From an optimization exercise on the open Yosys and OpenROAD flow, aimed at small area; shortcuts taken in it are not production practice.
RTL that was checked went through simulation tests only; none was proved equivalent to the original.
No activity file was given, so power comes from the tool's default toggle rates.

==> pepper: inputs <==
Design usbh_chan_ctl, start of the top module:
module usbh_chan_ctl (
    input  wire        clk,
    input  wire        rst,
    input  wire        cmd_valid,
    input  wire [63:0] cmd_word,
    output wire        ready,
    output reg         rsp_valid,
    output reg  [4:0]  rsp_code,
    output reg  [31:0] rsp_data,
    output reg  [31:0] rsp_aux,
    input  wire        pev_valid,
    input  wire [3:0]  pev_kind,
    input  wire [2:0]  pev_ch,
    input  wire [9:0]  pev_count,
    input  wire        pev_dtog,
    input  wire        pev_flag,
    input  wire [2:0]  bd_ch,
    output wire [31:0] bd_txbd,
    output wire [31:0] bd_rxbd,
    output wire        irq,
    output wire [4:0]  fault
);
Settings: LEC_CHECK=0, CAP_MARGIN=20, CORE_MARGIN=2, CORE_UTILIZATION=40, SLEW_MARGIN=20; clock period 10.0 ns.
run.sh (not shown) runs the stock make flow with config.mk's settings and CLKGATE_MAP_FILE= SYNTH_SCRIPT=/design/flow/synth_recipe.tcl, a recipe that flattens the netlist after the stock synthesis.
==> inputs of zinc, as changes to pepper <==
--- a/flow/design.v
+++ b/flow/design.v
@@ -47,18 +47,17 @@
     localparam E_CRX  = 71;    
     localparam E_ETX  = 72;    
     localparam E_ERX  = 73;    
     localparam E_IUI  = 74;    
     localparam E_IUO  = 75;    
-    localparam E_TAG  = 76;    
-    localparam E_HTI  = 77;    
-    localparam E_HTO  = 78;    
-    localparam EW     = 79;
+    localparam E_HTI  = 76;    
+    localparam E_HTO  = 77;    
+    localparam EW     = 78;
     reg [EW*8-1:0] ring;
     reg [2:0]  cnt;           
     reg        scrub;         
-    reg        gen;
+    reg        clr;           
     reg        nolow;         
     reg [9:0]  free4;         
     reg        istr_dcon;
     reg        istr_err;
     reg        istr_pmaovr;
@@ -71,13 +70,12 @@
     wire        t_ctr   = t[E_CRX] | t[E_CTX];
     wire [2:0]  t_ea    = {3{t[E_INIT]}} & cnt;
     wire [31:0] cur     = {5'd0, t[E_ERX], t[E_ETX], 2'd0, t[E_DEV +: 7],
                            t[E_CRX], t[E_DRX], t[E_SRX +: 2], 1'b0, t[E_TYPE +: 2], 1'b0,
                            t[E_CTX], t[E_DTX], t[E_STX +: 2], 1'b0, t_ea};
-    wire        t_fresh = (t[E_TAG] == gen);
-    wire        t_iui   = t[E_IUI] & t_fresh;
-    wire        t_iuo   = t[E_IUO] & t_fresh;
+    wire        t_iui   = t[E_IUI] & !clr;
+    wire        t_iuo   = t[E_IUO] & !clr;
     reg         ctr_any;
     always @* begin
         ctr_any = 1'b0;
         for (s = 0; s < 8; s = s + 1)
             if ((!scrub || (s + cnt >= 8)) && (ring[EW*s + E_CRX] || ring[EW*s + E_CTX]))
@@ -123,32 +121,38 @@
     wire op_irq    = (f_op == 8'h40);
     wire op_claim  = (f_op == 8'h60);
     wire op_reconf = (f_op == 8'h61);
     wire op_drop   = (f_op == 8'h62);
     wire op_crw    = op_setst | op_clrctr | op_clrerr | op_init | op_touch;
-    reg dec_ok;
-    always @* begin
-        case (f_op)
-            8'h01, 8'h11:       dec_ok = (cw[55:16] == 40'd0);
-            8'h02, 8'h40, 8'h52: dec_ok = (cw[55:0] == 56'd0);
-            8'h10:              dec_ok = (cw[55:43] == 13'd0) && (cw[31:0] == 32'd0);
-            8'h12, 8'h13:       dec_ok = (cw[52:43] == 10'd0);
-            8'h14, 8'h30,
-            8'h36, 8'h51:       dec_ok = (cw[52:0] == 53'd0);
-            8'h20, 8'h31:       dec_ok = (cw[55:32] == 24'd0);
-            8'h21:              dec_ok = (cw[55:43] == 13'd0);
-            8'h32:              dec_ok = (cw[51:2] == 50'd0);
-            8'h33, 8'h34:       dec_ok = (cw[52:2] == 51'd0);
-            8'h35:              dec_ok = (cw[52] == 1'b0) && (cw[42:0] == 43'd0);
-            8'h50:              dec_ok = (cw[52] == 1'b1) && (cw[51:32] == 20'd0);
-            8'h53:              dec_ok = (cw[55:1] == 55'd0);
-            8'h60:              dec_ok = (cw[31:0] == 32'd0);
-            8'h61:              dec_ok = (cw[55:50] == 6'd0) && (cw[31:0] == 32'd0);
-            8'h62:              dec_ok = (cw[51:0] == 52'd0);
-            default:            dec_ok = 1'b0;
-        endcase
-    end
+    wire zc  = (cw[55:53] == 3'd0);
+    wire zd  = !cw[52];
+    wire ze  = (cw[51:50] == 2'd0);
+    wire zv  = (cw[49:43] == 7'd0);
+    wire zl  = (cw[42:32] == 11'd0);
+    wire zo  = (cw[31:16] == 16'd0);
+    wire zm  = (cw[15:2] == 14'd0);
+    wire z1  = !cw[1];
+    wire z0  = !cw[0];
+    wire zdv = zd & ze & zv;             
+    wire zm2 = zo & zm;                  
+    wire za  = zm2 & z1 & z0;            
+    wire dec_ok =
+          ((op_alloc | op_dec) & zc & zdv & zl & zo)
+        | ((op_pmrst | op_irq | (f_op == 8'h52)) & zc & zdv & zl & za)
+        | (op_enc & zc & zdv & za)
+        | ((op_progrx | op_progtx) & zdv)
+        | ((op_rxlen | op_crrd | op_touch | (f_op == 8'h51)) & zdv & zl & za)
+        | (((f_op == 8'h20) | op_canon) & zc & zdv & zl)
+        | ((f_op == 8'h21) & zc & zdv)
+        | (op_setst & ze & zv & zl & zm2)
+        | ((op_clrctr | op_clrerr) & zdv & zl & zm2)
+        | (op_init & zd & zl & za)
+        | ((f_op == 8'h50) & !zd & ze & zv & zl)
+        | ((f_op == 8'h53) & zc & zdv & zl & zm2 & z1)
+        | (op_claim & za)
+        | (op_reconf & zc & zd & ze & za)
+        | (op_drop & ze & zv & zl & za);
     wire need_ch  = op_progrx | op_progtx | op_rxlen | op_crrd | op_crw | op_claim | op_drop;
     wire need_0   = op_pmrst | op_reconf;
     wire cmd_wait = (need_ch & (f_ch != cnt)) | (need_0 & (cnt != 3'd0)) |
                     (op_irq & ctr_any & !(t_ctr & nolow));
     wire pev_wait = (pev_ch != cnt);
@@ -216,11 +220,10 @@
         if (flt)                                      code = R_HALTED;
     end
     wire ok = (code == R_OK);
     wire is_fault_code = code[4] & !code[3];
     wire pm_clear = run & (op_pmrst | op_reconf);
-    wire gen_next = gen ^ pm_clear;
     wire rx_en = connected & t[E_SRX + 1];
     wire tx_en = connected & t[E_STX + 1];
     reg [31:0] cr_w;
     reg [31:0] cr_new;
     always @* begin
@@ -265,11 +268,10 @@
         if (op_reconf) claim_type = 2'b01;
     end
     reg [EW-1:0] ne;
     always @* begin
         ne = t;
-        ne[E_TAG] = gen_next;
         ne[E_IUI] = t_iui & !pm_clear;
         ne[E_IUO] = t_iuo & !pm_clear;
         if (acc_pev) begin
             case (pev_kind)
                 4'd0: if (rx_en) begin
@@ -361,50 +363,43 @@
     reg  [7:0]  ch_hot;
     always @* begin
         ch_hot = 8'd0;
         ch_hot[cnt] = 1'b1;
     end
-    reg [31:0] d_data;
-    reg [31:0] d_aux;
-    always @* begin
-        d_data = 32'd0;
-        d_aux  = 32'd0;
-        if (op_alloc)  d_data = {4'd0, free4, 2'd0, 5'd0, f_rlen[10:0]};
-        if (op_enc)    d_data = {16'd0, enc6, 10'd0};
-        if (op_dec)    d_data = {21'd0, dec_val};
-        if (op_rxlen)  d_data = {22'd0, t[E_MLC +: 10]};
-        if (op_crrd)   d_data = cur;
-        if (op_canon)  d_data = (f_arg & 32'hF9FF_0F0F) | 32'h0600_8080;
-        if (op_crw) begin
-            d_data = cr_w;
-            d_aux  = cr_new;
-        end
-        if (op_irq) begin
-            d_data = istr_val;
-            d_aux  = {15'd0, istr_dcon,
-                      ch_hot & {8{ctr_any & t[E_CRX]}},
-                      ch_hot & {8{ctr_any & t[E_CTX]}}};
-        end
-        if (op_claim)  d_data = {4'd0, free4, 2'd0, 5'd0, (f_dir ? size_in : size_out), 2'd0};
-        if (op_reconf) begin
-            d_data = {16'd64, 5'd0, size_in, 2'd0};
-            d_aux  = {4'd0, free1, 2'd0, 5'd0, size_out, 2'd0};
-        end
-        if (!ok) begin
-            d_data = 32'd0;
-            d_aux  = 32'd0;
-        end
-    end
+    wire s_alloc  = op_alloc  & ok;
+    wire s_claim  = op_claim  & ok;
+    wire s_reconf = op_reconf & ok;
+    wire s_crw    = op_crw    & ok;
+    wire s_irq    = op_irq    & ok;
+    wire [8:0] size_sel = (op_reconf | f_dir) ? size_in : size_out;
+    wire [31:0] d_data =
+          ({32{s_alloc | s_claim}}     & {4'd0, free4, 18'd0})
+        | ({32{s_alloc}}               & {21'd0, f_rlen[10:0]})
+        | ({32{s_claim | s_reconf}}    & {21'd0, size_sel, 2'd0})
+        | ({32{s_reconf}}              & 32'h0040_0000)
+        | ({32{op_enc & ok}}           & {16'd0, enc6, 10'd0})
+        | ({32{op_dec & ok}}           & {21'd0, dec_val})
+        | ({32{op_rxlen & ok}}         & {22'd0, t[E_MLC +: 10]})
+        | ({32{op_crrd & ok}}          & cur)
+        | ({32{op_canon & ok}}         & ((f_arg & 32'hF9FF_0F0F) | 32'h0600_8080))
+        | ({32{s_crw}}                 & cr_w)
+        | ({32{s_irq}}                 & istr_val);
+    wire [31:0] d_aux =
+          ({32{s_crw}}                 & cr_new)
+        | ({32{s_irq}}                 & {15'd0, istr_dcon,
+                                          ch_hot & {8{ctr_any & t[E_CRX]}},
+                                          ch_hot & {8{ctr_any & t[E_CTX]}}})
+        | ({32{s_reconf}}              & {4'd0, free1, 2'd0, 5'd0, size_out, 2'd0});
     always @(posedge clk) begin
         ring     <= {ne, ring[EW*8-1:EW]};
         rsp_code <= code;
         rsp_data <= d_data;
         rsp_aux  <= d_aux;
         if (rst) begin
             cnt         <= 3'd0;
             scrub       <= 1'b1;
-            gen         <= 1'b0;
+            clr         <= 1'b0;
             nolow       <= 1'b1;
             free4       <= 10'd16;
             istr_dcon   <= 1'b0;
             istr_err    <= 1'b0;
             istr_pmaovr <= 1'b0;
@@ -414,11 +409,11 @@
             flt_lo      <= 3'd0;
             rsp_valid   <= 1'b0;
         end else begin
             cnt       <= cnt + 3'd1;
             if (cnt == 3'd7) scrub <= 1'b0;
-            gen       <= gen_next;
+            clr       <= pm_clear | (clr & (cnt != 3'd7));
             nolow     <= (cnt == 3'd7) | (nolow & !(ne[E_CRX] | ne[E_CTX]));
             rsp_valid <= acc_cmd;
             if (acc_pev) begin
                 case (pev_kind)
                     4'd6: if (rx_en) begin istr_err <= 1'b1; err_ch <= cnt; end
--- a/flow/config.mk
+++ b/flow/config.mk
@@ -6,6 +6,8 @@
 export NUM_CORES = 4
 export LEC_CHECK = 0
 export CAP_MARGIN = 20
 export CORE_MARGIN = 2
 export CORE_UTILIZATION = 40
+export CTS_BUF_LIST = sky130_fd_sc_hd__clkbuf_4
+export CTS_CLUSTER_SIZE = 30
 export SLEW_MARGIN = 20
==> comparison table <==
| metric | zinc | pepper |
|---|---|---|
| Outcome | timing/DRC/antenna clean | timing/DRC/antenna clean |
| Complex-gate fraction of the synthesized area | 0.187 | 0.194 |
| Clock Latency Late Sink | 1040 ps | 630 ps |
| Number of flip-flops under the largest register name | 624 | 632 |
| Post-Route Skew | 81.9 ps | 28.9 ps |
| Placer Congestion | 1.00 | 0.968 |
| Utilization after layout | 0.495 | 0.502 |
| FF-to-FF path depth | 16 | 14 |
| Worst EP arrival | 9190 ps | 9440 ps |
| P_clk | 2420 uW | 2910 uW |
| Adder-cell share of the synthesized area | 0.0217 | 0.0209 |
| Area of the multi-input gates | 9740 um2 | 9340 um2 |
| Largest vdd supply drop | 0.105 mV | 0.127 mV |
| Total Power | 5620 uW | 6130 uW |
| Placeable core area | 61600 um2 | 60600 um2 |
| Number of standard-cell rows in the floorplan | 91 | 90 |
| Simple-gate share of the synthesized area | 0.141 | 0.129 |
| Fraction of standard cell area that is sequential | 0.470 | 0.477 |
| Sequential share of power | 0.509 | 0.472 |
| Number of buffers added by the clock tree synthesis step | 175 | 73 |
| Final cell count without fillers | 3675 | 3433 |
| Reported combinational group power | 344 uW | 329 uW |
| Inverters excl. clock | 65 | 67 |
| Worst hold slack | 283 ps | 310 ps |
No functional check of the RTL was part of zinc.

-- port drivers added, routing unchanged --
The results above use ideal ports. As a check the final layouts listed here were re-extracted and re-timed, cells and wires unchanged. Step 1 assumes that a clkbuf_16 drives the clock port and a buf_2 every other input. Step 2 also shifts input and output timing later by t, the mid clock arrival at the registers, as if the neighbouring blocks saw the same clock. a / b / c = ideal ports / drivers / drivers and shift; a / b = the first two.
run | shift t [ns] | setup WS [ns] | hold WS [ns] | worst setup path at the end | pins driven straight from the clock port
pepper | 0.673 | 1.127 / 1.155 / 0.482 | 0.310 / 0.310 / 0.310 | input to register | 1
zinc | 1.061 | 1.671 / 1.690 / 0.629 | 0.283 / 0.283 / 0.283 | input to register | 1
After both steps setup and hold are still met in every run listed. For zinc, which loses most, drivers alone change the setup slack by +0.019 ns; drivers and shift together by -1.042 ns.
